What follows belongs to an exercise in optimizing a design on an open flow for a short achievable clock period and few clock cycles; a production flow would make more cautious choices. Function was checked by simulation only, so behaviour that the tests miss may differ from the original.

==> 08-27 <==
// t1_block_enc
module t1_block_enc (
    input  wire       clk,
    input  wire       rst,           
    input  wire       wr_en,
    input  wire [2:0] wr_x,
    input  wire [2:0] wr_y,
    input  wire [9:0] wr_mag,
    input  wire       wr_sign,       
    input  wire       start,
    input  wire [3:0] cfg_w,         
    input  wire [3:0] cfg_h,         
    input  wire [1:0] cfg_orient,    
    output wire       busy,
    output reg  [3:0] nbp,           
    output wire       out_valid,
    input  wire       out_ready,
    output wire [4:0] out_ctx,       
    output wire       out_bit,
    output wire       out_end        
);
Settings: LEC_CHECK=0, CAP_MARGIN=60, CORE_MARGIN=2, CORE_UTILIZATION=30, PLACE_DENSITY=0.45, SLEW_MARGIN=60; clock period 12.0 ns.
standard.sh (not shown) runs the stock make flow with config.mk's settings and CLKGATE_MAP_FILE= SYNTH_SCRIPT=/design/flow/synth_recipe.tcl, a recipe that flattens the netlist after the stock synthesis.
==> flow/flow/run.sh <==
#!/bin/bash
set -euo pipefail
WORK=$(cd "$(dirname "$0")/.." && pwd)
cd "$WORK"
export SETUP_SLACK_MARGIN=${FLOW_SETUP_MARGIN:-8.5}
bash standard.sh synth > synth.log 2>&1
bash standard.sh > layout.log 2>&1
==> 03-04: changes against 08-27 <==
--- a/flow/design.v
+++ b/flow/design.v
@@ -48,19 +48,15 @@
     reg [7:0]  mv_rot;
     reg        mv_pend, mv_str;
     reg [1:0]  orient;
     assign busy = busy_q;
     reg  [9:0]  mor;          
-    reg  [9:0]  mall;         
     reg  [9:0]  tor;          
     reg  [9:0]  top;          
     reg  [3:0]  nbp_calc;
     reg  [63:0] topbits, nextbits;
     always @(*) begin
-        mall = 10'd0;
-        for (i = 0; i < 64; i = i + 1)
-            mall = mall | mag[i];
         mor = 10'd0;
         for (i = 0; i < 8; i = i + 1)
             for (j = 0; j < 8; j = j + 1)
                 if (rowm[i] && colm[j])
                     mor = mor | mag[i * 8 + j];
@@ -384,13 +380,11 @@
             k_valid <= 1'b0;
         end else begin
             if (idle && start) begin
                 busy_q <= 1'b1;
                 idle   <= 1'b0;
-                prep   <= !(cfg_w == 4'd8 && cfg_h == 4'd8 && !wr_en);
-                prep2  <= cfg_w == 4'd8 && cfg_h == 4'd8 && !wr_en;
-                mor_q  <= mall;
+                prep   <= 1'b1;
                 orient <= cfg_orient;
                 tall   <= (cfg_h > 4'd4);
                 for (i = 0; i < 8; i = i + 1) begin
                     colm[i] <= (i < cfg_w);
                     rowm[i] <= (i < cfg_h);
==> flow/run.sh (new file) <==
#!/bin/bash
# synth_recipe.tcl (not shown) runs the flow's synth.tcl, then flattens the netlist and writes it again
# the make line also repeats each setting of config.mk as NAME=value (left out here)
make -C /OpenROAD-flow-scripts/flow DESIGN_CONFIG=/design/flow/config.mk WORK_HOME=/design/flow/orfs CLKGATE_MAP_FILE= SYNTH_SCRIPT=/design/flow/synth_recipe.tcl finish
- SETUP_SLACK_MARGIN: unset -> 5
removed: flow/flow/run.sh
removed: flow/standard.sh
==> 11-22: changes against 08-27 <==
--- a/flow/design.v
+++ b/flow/design.v
@@ -48,19 +48,15 @@
     reg [7:0]  mv_rot;
     reg        mv_pend, mv_str;
     reg [1:0]  orient;
     assign busy = busy_q;
     reg  [9:0]  mor;          
-    reg  [9:0]  mall;         
     reg  [9:0]  tor;          
     reg  [9:0]  top;          
     reg  [3:0]  nbp_calc;
     reg  [63:0] topbits, nextbits;
     always @(*) begin
-        mall = 10'd0;
-        for (i = 0; i < 64; i = i + 1)
-            mall = mall | mag[i];
         mor = 10'd0;
         for (i = 0; i < 8; i = i + 1)
             for (j = 0; j < 8; j = j + 1)
                 if (rowm[i] && colm[j])
                     mor = mor | mag[i * 8 + j];
@@ -384,13 +380,11 @@
             k_valid <= 1'b0;
         end else begin
             if (idle && start) begin
                 busy_q <= 1'b1;
                 idle   <= 1'b0;
-                prep   <= !(cfg_w == 4'd8 && cfg_h == 4'd8 && !wr_en);
-                prep2  <= cfg_w == 4'd8 && cfg_h == 4'd8 && !wr_en;
-                mor_q  <= mall;
+                prep   <= 1'b1;
                 orient <= cfg_orient;
                 tall   <= (cfg_h > 4'd4);
                 for (i = 0; i < 8; i = i + 1) begin
                     colm[i] <= (i < cfg_w);
                     rowm[i] <= (i < cfg_h);
==> comparison <==
- Critical path depth is the same in 08-27 and 11-22.
- Register-to-register slack: 08-27 > 11-22 > 03-04.
- Worst hold slack, highest first: 08-27, 11-22, 03-04.
- The lowest first-iteration DRC count belongs to 03-04, the highest to 11-22.
- Final area, lowest first: 03-04, 08-27, 11-22.
Testbench counts of 08-27, summed over its fixed seeds: cycles 126,623.
Testbench counts of 03-04, summed over its fixed seeds: cycles 126,888.
Testbench counts of 11-22, summed over its fixed seeds: cycles 126,888.

## re-timing with driven ports
The flow's constraints put no driver on any port. The routed layouts listed below were extracted and timed again, unchanged, in two steps. Step 1 sets driving cells, clkbuf_16 on the clock port and buf_2 on the other inputs (assumed; they add their load-dependent delay and slew). Step 2, shift: input delay + t, output delay - t, t = (earliest + latest rising clock arrival at the registers) / 2. This alone moves slack from input paths to output paths. Slacks: ideal ports / drivers / drivers and shift; pairs: ideal ports / drivers.
run | t (ns) | setup WS [ns] | slew at the worst register clock pin (ns) | worst data-port slew with drivers (ns) | cell pins on the clock port's net
08-27 | 0.982 | 8.057 / 7.962 / 7.542 | 0.07 / 0.07 | 0.09 | 1
03-04 | 0.970 | 7.211 / 7.289 / 6.320 | 0.07 / 0.07 | 0.10 | 1
11-22 | 0.979 | 8.109 / 8.020 / 7.579 | 0.07 / 0.07 | 0.07 | 1
After both steps setup and hold are still met in every run listed. For 03-04, which loses most, drivers alone change the setup slack by +0.078 ns; drivers and shift together by -0.891 ns.
